This design comes from an exercise in tuning for small area, a short achievable clock period and few clock cycles per item on the open sky130 flow, not from production work. At most, simulation tests tie the RTL to the original design; equivalence was not proved. Power figures rest on the tool's default switching activity, not on a simulated workload.

Setup of the previous run:
==> flow/design.v (excerpt) <==
module ozec_calc (
    input             clk,
    input             rst_n,
    input             in_valid,
    output            in_ready,
    input      [31:0] cmd,
    input             subst,       
    input             nibmode,     
    input             bus_ready,   
    input      [15:0] d_word,      
    input      [7:0]  d_ofs,       
    input      [7:0]  d_rs,        
    input             d_valid,     
    output reg        done,
    output reg [3:0]  err,
    output reg        seq,
    output     [31:0] res0,
    output     [31:0] res1,
    output reg        wr_en,
    output     [6:0]  wr_addr,
    output            wr_two,
    output     [15:0] wr_data
);
    localparam [7:0] OP_RDREG   = 8'h01, OP_WRREG  = 8'h02, OP_CHIPID = 8'h03,
                     OP_REBOOT  = 8'h04, OP_RDWORD = 8'h10, OP_WRWORD = 8'h11,
                     OP_LOCK    = 8'h12, OP_RDIMG  = 8'h13, OP_REWRITE = 8'h14,
                     OP_LOADIMG = 8'h18, OP_SAVEIMG = 8'h19,
                     OP_CELLV   = 8'h20, OP_CURR   = 8'h21, OP_RSENSE = 8'h22,
                     OP_LIMIT   = 8'h23, OP_THRESH = 8'h24, OP_ADC2MV = 8'h25,
                     OP_V2ADC   = 8'h26, OP_SETRS  = 8'h27, OP_SETVL  = 8'h28,
                     OP_UNPACK  = 8'h30, OP_SEXT4  = 8'h31, OP_DECAUTH = 8'h38;
    localparam [1:0] SUB_NONE = 2'd0, SUB_LIVE = 2'd1, SUB_EITHER = 2'd2;
    localparam [3:0] K_DEF   = 4'd0,    
                     K_DEFX  = 4'd1,    
                     K_CURR  = 4'd2,    
                     K_MV    = 4'd3,    
                     K_V2A   = 4'd4,    
  ...
For scale: roughly 2600 cells after synthesis, about 24000 µm² of cells after synthesis.
clock: 115.0 ns
lec_check: 0
abc_area: 1
cap_margin: 20
core_margin: 2
core_utilization: 70
cts_cluster_diameter: 100
cts_cluster_size: 30
slew_margin: 20
standard.sh (not shown) runs the stock make flow with config.mk's settings and CLKGATE_MAP_FILE= SYNTH_SCRIPT=/design/flow/synth_recipe.tcl, a recipe that flattens the netlist after the stock synthesis.
==> flow/flow/run.sh <==
#!/bin/bash
set -e
export BUFFER_PORTS_ARGS="-buffer_cell sky130_fd_sc_hd__buf_2"
bash standard.sh > standard.log 2>&1
Having completed the whole flow, the previous run delivered a layout that passed the timing, design-rule and antenna checks.
Testbench counts of the previous run, summed over its fixed seeds: cycles 3,904, items 3,200.
> inputs changed (the previous run -> the current run)
diff --git a/flow/design.v b/flow/design.v
--- a/flow/design.v
+++ b/flow/design.v
@@ -16,13 +16,13 @@
     output reg        seq,
     output     [31:0] res0,
     output     [31:0] res1,
     output reg        wr_en,
     output     [6:0]  wr_addr,
     output            wr_two,
-    output     [15:0] wr_data
+    output reg [15:0] wr_data
 );
     localparam [7:0] OP_RDREG   = 8'h01, OP_WRREG  = 8'h02, OP_CHIPID = 8'h03,
                      OP_REBOOT  = 8'h04, OP_RDWORD = 8'h10, OP_WRWORD = 8'h11,
                      OP_LOCK    = 8'h12, OP_RDIMG  = 8'h13, OP_REWRITE = 8'h14,
                      OP_LOADIMG = 8'h18, OP_SAVEIMG = 8'h19,
                      OP_CELLV   = 8'h20, OP_CURR   = 8'h21, OP_RSENSE = 8'h22,
@@ -81,13 +81,14 @@
         i_bus     <= bus_ready;
         i_dval    <= d_valid;
         i_word    <= d_word;
         i_ofs     <= d_ofs[7:4];
         i_ofs_inc <= nibmode & d_ofs[7] & (d_ofs[3:0] != 4'd0);
         i_imm_inc <= nibmode & cmd[7] & (cmd[3:0] != 4'd0);
-        i_rs      <= (d_rs & {8{rdy}}) | (i_rs & {8{~rdy}});   
+        if (rdy)                   
+            i_rs  <= d_rs;
     end
     wire [7:0]  op    = i_cmd[31:24];
     wire [7:0]  f_hi  = i_cmd[23:16];
     wire [3:0]  f_lsb = i_cmd[15:12];
     wire [3:0]  f_wm1 = i_cmd[11:8];
     wire        f_sgn = i_cmd[7];
@@ -366,29 +367,24 @@
             default: n_err = 4'd0;
         endcase
     end
     reg [28:0] o_res0;
     reg [24:0] o_res1;
     reg [6:1]  o_addr;
-    reg [10:0] o_wdat;
-    reg  [24:0] n_res1v;
+    reg [24:0] n_res1;
     always @(*) begin
         case (f_k)
-            K_V2A:   n_res1v = {5'd0, mv};
-            K_LIM1:  n_res1v = rq[24:0];
-            K_CURR:  n_res1v = {{9{f_d[15]}}, f_d};
-            K_MV:    n_res1v = {12'd0, f_q[12:0]};
-            K_SETVL: n_res1v = 25'd0;
-            K_LIM2:  n_res1v = 25'd0;
-            default: n_res1v = {9'd0, f_d};
+            K_V2A:   n_res1 = {5'd0, mv};
+            K_LIM1:  n_res1 = rq[24:0];
+            K_LIM2:  n_res1 = o_res1;
+            K_CURR:  n_res1 = {{9{f_d[15]}}, f_d};
+            K_MV:    n_res1 = {12'd0, f_q[12:0]};
+            K_SETVL: n_res1 = 25'd0;
+            default: n_res1 = {9'd0, f_d};
         endcase
     end
-    wire        keep1  = (f_k == K_LIM2);
-    wire [24:0] n_res1 = n_res1v | (o_res1 & {25{keep1}});
-    wire        n_sgn1 = n_res1v[24] | (o_sgn1 & keep1);
-    reg         o_sgn1;
     wire [28:0] n_res0 = (f_k == K_MV) ? {9'd0, mv} : rq;
     reg  [6:0]  n_addr;
     always @(*) begin
         if (f_k != K_SETVL)
             n_addr = 7'h34;
         else case (f_d[4:3])
@@ -401,18 +397,16 @@
     always @(posedge clk) begin
         done    <= rst_n & f_v & (f_k != K_LIM1);
         err     <= n_err;
         seq     <= (f_k == K_SEQ);
         o_res0  <= n_res0;
         o_res1  <= n_res1;
-        o_sgn1  <= n_sgn1;
         wr_en   <= (f_k == K_SETRS) || (f_k == K_SETVL);
         o_addr  <= n_addr[6:1];
-        o_wdat  <= (f_k == K_SETVL) ? {f_q[7:5], f_q[4:0], f_d[2:0]}
-                                    : {3'd0, f_q[7:0]};
+        wr_data <= (f_k == K_SETVL) ? {f_q[12:5], f_q[4:0], f_d[2:0]}
+                                    : {8'd0, f_q[7:0]};
     end
     assign res0    = {{3{o_res0[28]}}, o_res0};
-    assign res1    = {{4{o_sgn1}}, {3{o_res1[24]}}, o_res1};
+    assign res1    = {{7{o_res1[24]}}, o_res1};
     assign wr_addr = {o_addr, 1'b0};
     assign wr_two  = o_addr[6];
-    assign wr_data = {o_res0[12:8], o_wdat};
 endmodule
Both conditions hold for the current run: the flow ran to the end and the final layout passed the timing, design-rule and antenna checks.
Any difference in share of the clock period used by the worst path after layout between the current run and the previous run is small enough to ignore.
The previous run -> the current run: number of cells on the critical path delta 0, exact match
The current run packs its core tighter than the previous run.
Going from the previous run to the current run, post-route cell area now sits higher; simple-gate share of the synthesized area now sits lower; highest net fanout along the worst path now sits higher; number of vias after detailed routing now sits lower; post-route total power now sits lower.
Minimum hold slack delta (the current run − the previous run): favourable
No functional check of the RTL was part of the current run.

-- re-timing with driven ports --
Ports are ideal in the flow. The routed layouts listed here were re-timed in OpenROAD. Step 1 (the two cells are an assumption about what drives the block):
set clk [get_ports {clk}]
set_driving_cell -lib_cell sky130_fd_sc_hd__clkbuf_16 $clk
set_driving_cell -lib_cell sky130_fd_sc_hd__buf_2 [delete_from_list [all_inputs] $clk]
Step 2 also shifts input and output timing later by t, the mid clock arrival at the registers, as if the neighbouring blocks saw the same clock. Slacks: no drivers / after step 1 / after step 2; pairs: no drivers / after step 1.
run | shift t [ns] | setup slack, ns | worst hold slack (ns) | pins driven straight from the clock port
the previous run | 0.597 | 90.912 / 90.856 / 91.062 | 0.317 / 0.317 / 0.317 | 1
the current run | 0.593 | 90.801 / 90.747 / 91.110 | 0.328 / 0.328 / 0.328 | 1
After both steps setup and hold are still met in every run listed.
